Source: an optimization exercise on an open RTL-to-GDS flow (aim: small area, a short achievable clock period and few clock cycles per item). Production flows keep margins and buffers that such runs may drop. Function was checked by simulation only, so behaviour that the tests miss may differ from the original. Power figures rest on the tool's default switching activity, not on a simulated workload.

==> flow/design.v <==
module k_x2 (
    input  wire a,
    input  wire b,
    output wire y
);
  assign y = a ^ b;
endmodule
module k_ao22 (
    input  wire a1,
    input  wire a2,
    input  wire b1,
    input  wire b2,
    output wire y
);
  assign y = (a1 & a2) | (b1 & b2);
endmodule
module k_nand3b (
    input  wire a_n,
    input  wire b,
    input  wire c,
    output wire y
);
  assign y = ~(~a_n & b & c);
endmodule
module k_and3b (
    input  wire a_n,
    input  wire b,
    input  wire c,
    output wire y
);
  assign y = ~a_n & b & c;
endmodule
module k_nand2 (
    input  wire a,
    input  wire b,
    output wire y
);
  assign y = ~(a & b);
endmodule
module keccak_round (
    input  wire [1599:0] s,
    input  wire [63:0]   rc,
    input  wire [1087:0] m,        
    input  wire          run,      
    input  wire          keep,     
    input  wire          absorb,   
    output wire [1599:0] y
);
  function integer rotl;
    input integer i;
    begin
      case (i)
        0: rotl = 0;
        1: rotl = 1;
        2: rotl = 62;
        3: rotl = 28;
        4: rotl = 27;
        5: rotl = 36;
        6: rotl = 44;
        7: rotl = 6;
        8: rotl = 55;
        9: rotl = 20;
        10: rotl = 3;
        11: rotl = 10;
        12: rotl = 43;
        13: rotl = 25;
        14: rotl = 39;
        15: rotl = 41;
        16: rotl = 45;
        17: rotl = 15;
        18: rotl = 21;
        19: rotl = 8;
        20: rotl = 18;
        21: rotl = 2;
        22: rotl = 61;
        23: rotl = 56;
        24: rotl = 14;
        default: rotl = 0;
      endcase
    end
  endfunction
  function integer pi;
    input integer i;
    begin
      case (i)
        0: pi = 0;
        1: pi = 10;
        2: pi = 20;
        3: pi = 5;
        4: pi = 15;
        5: pi = 16;
        6: pi = 1;
        7: pi = 11;
        8: pi = 21;
        9: pi = 6;
        10: pi = 7;
        11: pi = 17;
        12: pi = 2;
        13: pi = 12;
        14: pi = 22;
        15: pi = 23;
        16: pi = 8;
        17: pi = 18;
        18: pi = 3;
        19: pi = 13;
        20: pi = 14;
        21: pi = 24;
        22: pi = 9;
        23: pi = 19;
        24: pi = 4;
        default: pi = 0;
      endcase
    end
  endfunction
  wire [63:0] c01 [0:4];
  wire [63:0] c014 [0:4];
  wire [63:0] c23 [0:4];
  wire [63:0] c [0:4];
  wire [63:0] d [0:4];
  wire [63:0] t [0:24];
  wire [63:0] b [0:24];
  genvar x, i, z;
  generate
    for (x = 0; x < 5; x = x + 1) begin : g_c
      for (z = 0; z < 64; z = z + 1) begin : g_z
        k_x2 u_01 (.a(s[64*x + z]),      .b(s[64*(x+5) + z]),  .y(c01[x][z]));
        k_x2 u_23 (.a(s[64*(x+10) + z]), .b(s[64*(x+15) + z]), .y(c23[x][z]));
        k_x2 u_4  (.a(c01[x][z]),        .b(s[64*(x+20) + z]), .y(c014[x][z]));
        k_x2 u_c  (.a(c014[x][z]),       .b(c23[x][z]),        .y(c[x][z]));
      end
    end
    for (x = 0; x < 5; x = x + 1) begin : g_d
      for (z = 0; z < 64; z = z + 1) begin : g_z
        k_x2 u_d (.a(c[(x+4) % 5][z]), .b(c[(x+1) % 5][(z+63) % 64]), .y(d[x][z]));
      end
    end
    for (i = 0; i < 25; i = i + 1) begin : g_rhopi
      for (z = 0; z < 64; z = z + 1) begin : g_z
        k_x2 u_t (.a(s[64*i + z]), .b(d[i % 5][z]), .y(t[i][z]));
      end
      if (rotl(i) == 0) begin : g_r0
        assign b[pi(i)] = t[i];
      end else begin : g_r
        assign b[pi(i)] = {t[i][63-rotl(i):0], t[i][63:64-rotl(i)]};
      end
    end
    for (i = 0; i < 25; i = i + 1) begin : g_chi
      for (z = 0; z < 64; z = z + 1) begin : g_z
        wire bb, p, q;
        wire n1 = b[5*(i/5) + ((i % 5) + 1) % 5][z];
        wire n2 = b[5*(i/5) + ((i % 5) + 2) % 5][z];
        if (i == 0 && (z == 0 || z == 1 || z == 3 || z == 7 || z == 15 || z == 31 || z == 63)) begin : g_iota
          k_x2 u_rc (.a(b[i][z]), .b(rc[z]), .y(bb));
        end else begin : g_nb
          assign bb = b[i][z];
        end
        k_ao22 u_p (.a1(run), .a2(bb), .b1(keep), .b2(s[64*i + z]), .y(p));
        if (i < 17) begin : g_rate
          wire qa_n, qb_n;
          k_nand3b u_qa (.a_n(n1), .b(n2), .c(run), .y(qa_n));
          k_nand2  u_qb (.a(absorb), .b(m[64*i + z]), .y(qb_n));
          k_nand2  u_q  (.a(qa_n), .b(qb_n), .y(q));
        end else begin : g_cap
          k_and3b  u_q  (.a_n(n1), .b(n2), .c(run), .y(q));
        end
        k_x2 u_y (.a(p), .b(q), .y(y[64*i + z]));
      end
    end
  endgenerate
endmodule
module keccak256_core (
    input  wire         clk,
    input  wire         rst,
    input  wire         in_valid,
    output wire         in_ready,
    input  wire [63:0]  in_data,
    input  wire         in_last,
    input  wire [2:0]   in_nbytes,
    output reg          out_valid,
    output wire [255:0] out_digest
);
  reg [1599:0] st;           
  reg [1023:0] bf;           
  reg [4:0]    cnt;          
  reg          padding;      
  reg          run;          
  reg          fin_run;      
  reg          fresh;        
  reg [4:0]    round;
  wire full16 = (cnt == 5'd16);
  assign in_ready = ~padding & (~full16 | ~run);
  wire accept = in_valid & in_ready;
  wire absorb = ~run & full16 & (padding | in_valid);
  wire push   = ~full16 & (padding | accept);
  reg [63:0] rc;
  always @(*) begin
    case (round)
      5'd0: rc = 64'h0000000000000001;
      5'd1: rc = 64'h0000000000008082;
      5'd2: rc = 64'h800000000000808a;
      5'd3: rc = 64'h8000000080008000;
      5'd4: rc = 64'h000000000000808b;
      5'd5: rc = 64'h0000000080000001;
      5'd6: rc = 64'h8000000080008081;
      5'd7: rc = 64'h8000000000008009;
      5'd8: rc = 64'h000000000000008a;
      5'd9: rc = 64'h0000000000000088;
      5'd10: rc = 64'h0000000080008009;
      5'd11: rc = 64'h000000008000000a;
      5'd12: rc = 64'h000000008000808b;
      5'd13: rc = 64'h800000000000008b;
      5'd14: rc = 64'h8000000000008089;
      5'd15: rc = 64'h8000000000008003;
      5'd16: rc = 64'h8000000000008002;
      5'd17: rc = 64'h8000000000000080;
      5'd18: rc = 64'h000000000000800a;
      5'd19: rc = 64'h800000008000000a;
      5'd20: rc = 64'h8000000080008081;
      5'd21: rc = 64'h8000000000008080;
      5'd22: rc = 64'h0000000080000001;
      5'd23: rc = 64'h8000000080008008;
      default: rc = 64'h0;
    endcase
  end
  wire [1087:0] m;
  wire [1599:0] st_next;
  keccak_round u_round (.s(st), .rc(rc), .m(m), .run(run), .keep(~run & ~fresh),
                        .absorb(absorb), .y(st_next));
  reg [63:0] lane_in;
  integer k;
  always @(*) begin
    for (k = 0; k < 8; k = k + 1) begin
      if (!in_last || k < in_nbytes)
        lane_in[8*k +: 8] = in_data[63-8*k -: 8];
      else if (k == in_nbytes)
        lane_in[8*k +: 8] = 8'h01;
      else
        lane_in[8*k +: 8] = 8'h00;
    end
  end
  wire [63:0] push_lane = padding ? 64'd0 : lane_in;
  wire        last16 = padding | in_last;
  wire [63:0] lane16 = {push_lane[63:56] ^ {last16, 7'd0}, push_lane[55:0]};
  assign m = {lane16, bf};
  always @(posedge clk) begin
    st <= st_next;
  end
  always @(posedge clk) begin
    if (push)
      bf <= {push_lane, bf[1023:64]};
  end
  genvar i;
  generate
    for (i = 0; i < 32; i = i + 1) begin : g_dig
      assign out_digest[255-8*i -: 8] = st[64*(i/8) + 8*(i%8) +: 8];
    end
  endgenerate
  always @(posedge clk) begin
    if (rst) begin
      cnt       <= 5'd0;
      padding   <= 1'b0;
      run       <= 1'b0;
      fin_run   <= 1'b0;
      fresh     <= 1'b1;
      round     <= 5'd0;
      out_valid <= 1'b0;
    end else begin
      out_valid <= run & (round == 5'd23) & fin_run;
      if (run) begin
        if (round == 5'd23) begin
          run   <= 1'b0;
          round <= 5'd0;
          if (fin_run) fresh <= 1'b1;
        end else begin
          round <= round + 5'd1;
        end
      end else if (absorb) begin
        run     <= 1'b1;
        round   <= 5'd0;
        fin_run <= last16;
        fresh   <= 1'b0;
      end
      if (absorb) begin
        cnt     <= 5'd0;
        padding <= 1'b0;
      end else if (push) begin
        cnt <= cnt + 5'd1;
        if (accept & in_last) padding <= 1'b1;
      end
    end
  end
endmodule
clock: 5.0 ns
lec_check: 0
cap_margin: 40
core_margin: 2
core_utilization: 20
place_density: 0.3
setup_slack_margin: 1.5
slew_margin: 40
synth_hierarchical: 1
synth_minimum_keep_size: 0
run.sh (not shown) runs the stock make flow with config.mk's settings and CLKGATE_MAP_FILE= SYNTH_SCRIPT=/design/flow/synth_recipe.tcl, a recipe that flattens the netlist after the stock synthesis.
Testbench counts at the start, summed over its fixed seeds: cycles 6,961, bytes 23,704.
Next try:
Settings changed: SETUP_SLACK_MARGIN 1.5 to not set.
Wire length is about the same; critical path depth falls by 1; fmax falls by 11%; final cell count barely changes.

========
keccak256_core, a different RTL version from the one above (not shown whole).
Size in the first run: ~13,000 cells after synthesis, about 330 I/O pins, ~140,000 sq um of cells after synthesis.
Settings: LEC_CHECK=0, CAP_MARGIN=40, CORE_MARGIN=2, CORE_UTILIZATION=20, PLACE_DENSITY=0.3, SETUP_SLACK_MARGIN=2.0, SLEW_MARGIN=40, SYNTH_HIERARCHICAL=1, SYNTH_MINIMUM_KEEP_SIZE=0; clock period 5.0 ns.
The first run passed the timing, DRC and antenna checks.
Testbench counts at the start, summed over its fixed seeds: cycles 6,961, bytes 23,704.
Change:
- CORE_UTILIZATION: 20 -> 30
- PLACE_DENSITY: 0.3 -> 0.45
Sequential share of layout area rises by 1.5 points.
Die area falls by a quarter to a third.
Synthesized area does not change.
Total power falls by a few percent.
Clock-buffer cell count falls by 47.
Global-route usage rises by 8.6 points.
Setup slack gets worse by 0.032 ns.
Change:
- CORE_UTILIZATION: 30 -> 20
- CTS_CLUSTER_DIAMETER: unset -> 80
- CTS_CLUSTER_SIZE: unset -> 16
- PLACE_DENSITY: 0.45 -> 0.3
Result: Cell count increases by about a fifth; wire length rises by about a fifth; register-to-register slack is better by 0.05 ns; count of clock-buffer cells in the layout came out lower by 128; die area goes up by well over a third; worst hold slack loses 0.013 ns; combinational power grows by roughly a tenth; flip-flop and latch count does not change; global-route usage came out lower by 8.7 points; worst setup slack gains 0.045 ns.
Change:
- CTS_CLUSTER_DIAMETER: 80 -> 120
- CTS_CLUSTER_SIZE: 16 -> 24
Result: The new run passed the timing, DRC and antenna checks; hold slack hardly moves; power is lower by 17%; synthesized area stays the same; register-to-register slack gets worse by 0.04 ns; design area goes down by 2.2%; worst setup slack loses 0.040 ns; core utilization went down by 0.62 points.
Change:
- CTS_CLUSTER_DIAMETER: 120 -> 80
- CTS_CLUSTER_SIZE: 24 -> 20
Effect: Total power goes up by 19%; utilization climbs by 0.65 points; setup slack is better by 0.042 ns; worst hold slack is better by 0.0065 ns; via count rose by 0.92%; final area grows by 2.4%; synthesized cell count does not change.

-- separate check: timing with driven ports --
In the flow no input, the clock included, has a driving cell. The finished layouts below were timed again as built, in two steps.
Step 1 (the two cells are an assumption about what drives the block):
set clk [get_ports {clk}]
set_driving_cell -lib_cell sky130_fd_sc_hd__clkbuf_16 $clk
set_driving_cell -lib_cell sky130_fd_sc_hd__buf_2 [delete_from_list [all_inputs] $clk]
Step 2, shift: input delay + t, output delay - t, t = (earliest + latest rising clock arrival at the registers) / 2. This alone moves slack from input paths to output paths.
Slacks: ideal / step 1 / step 2; pairs: ideal / step 1.
run	t, ns	setup WS [ns]	clock arrival spread, ns	worst register clock-pin slew, ns	worst slew at a driven data input, ns
the first run of note 1	1.200	1.370 / 1.370 / 0.981	0.069 / 0.069	0.07 / 0.07	0.06
the second run of note 1	1.200	0.928 / 0.928 / 0.928	0.076 / 0.076	0.07 / 0.07	0.06
the first run of note 2	1.180	1.907 / 1.874 / 1.241	0.080 / 0.079	0.07 / 0.07	0.04
the second run of note 2	1.139	1.874 / 1.874 / 1.070	0.066 / 0.066	0.07 / 0.07	0.04
the third run of note 2	1.162	1.920 / 1.916 / 1.228	0.079 / 0.079	0.09 / 0.09	0.04
the fourth run of note 2	1.143	1.880 / 1.880 / 1.132	0.102 / 0.102	0.12 / 0.12	0.04
the fifth run of note 2	1.158	1.922 / 1.916 / 1.173	0.094 / 0.094	0.09 / 0.09	0.04
After both steps every run listed still meets setup and hold. For the second run of note 2, which loses most, drivers alone change the setup slack by 0.000 ns; drivers and shift together by -0.804 ns.
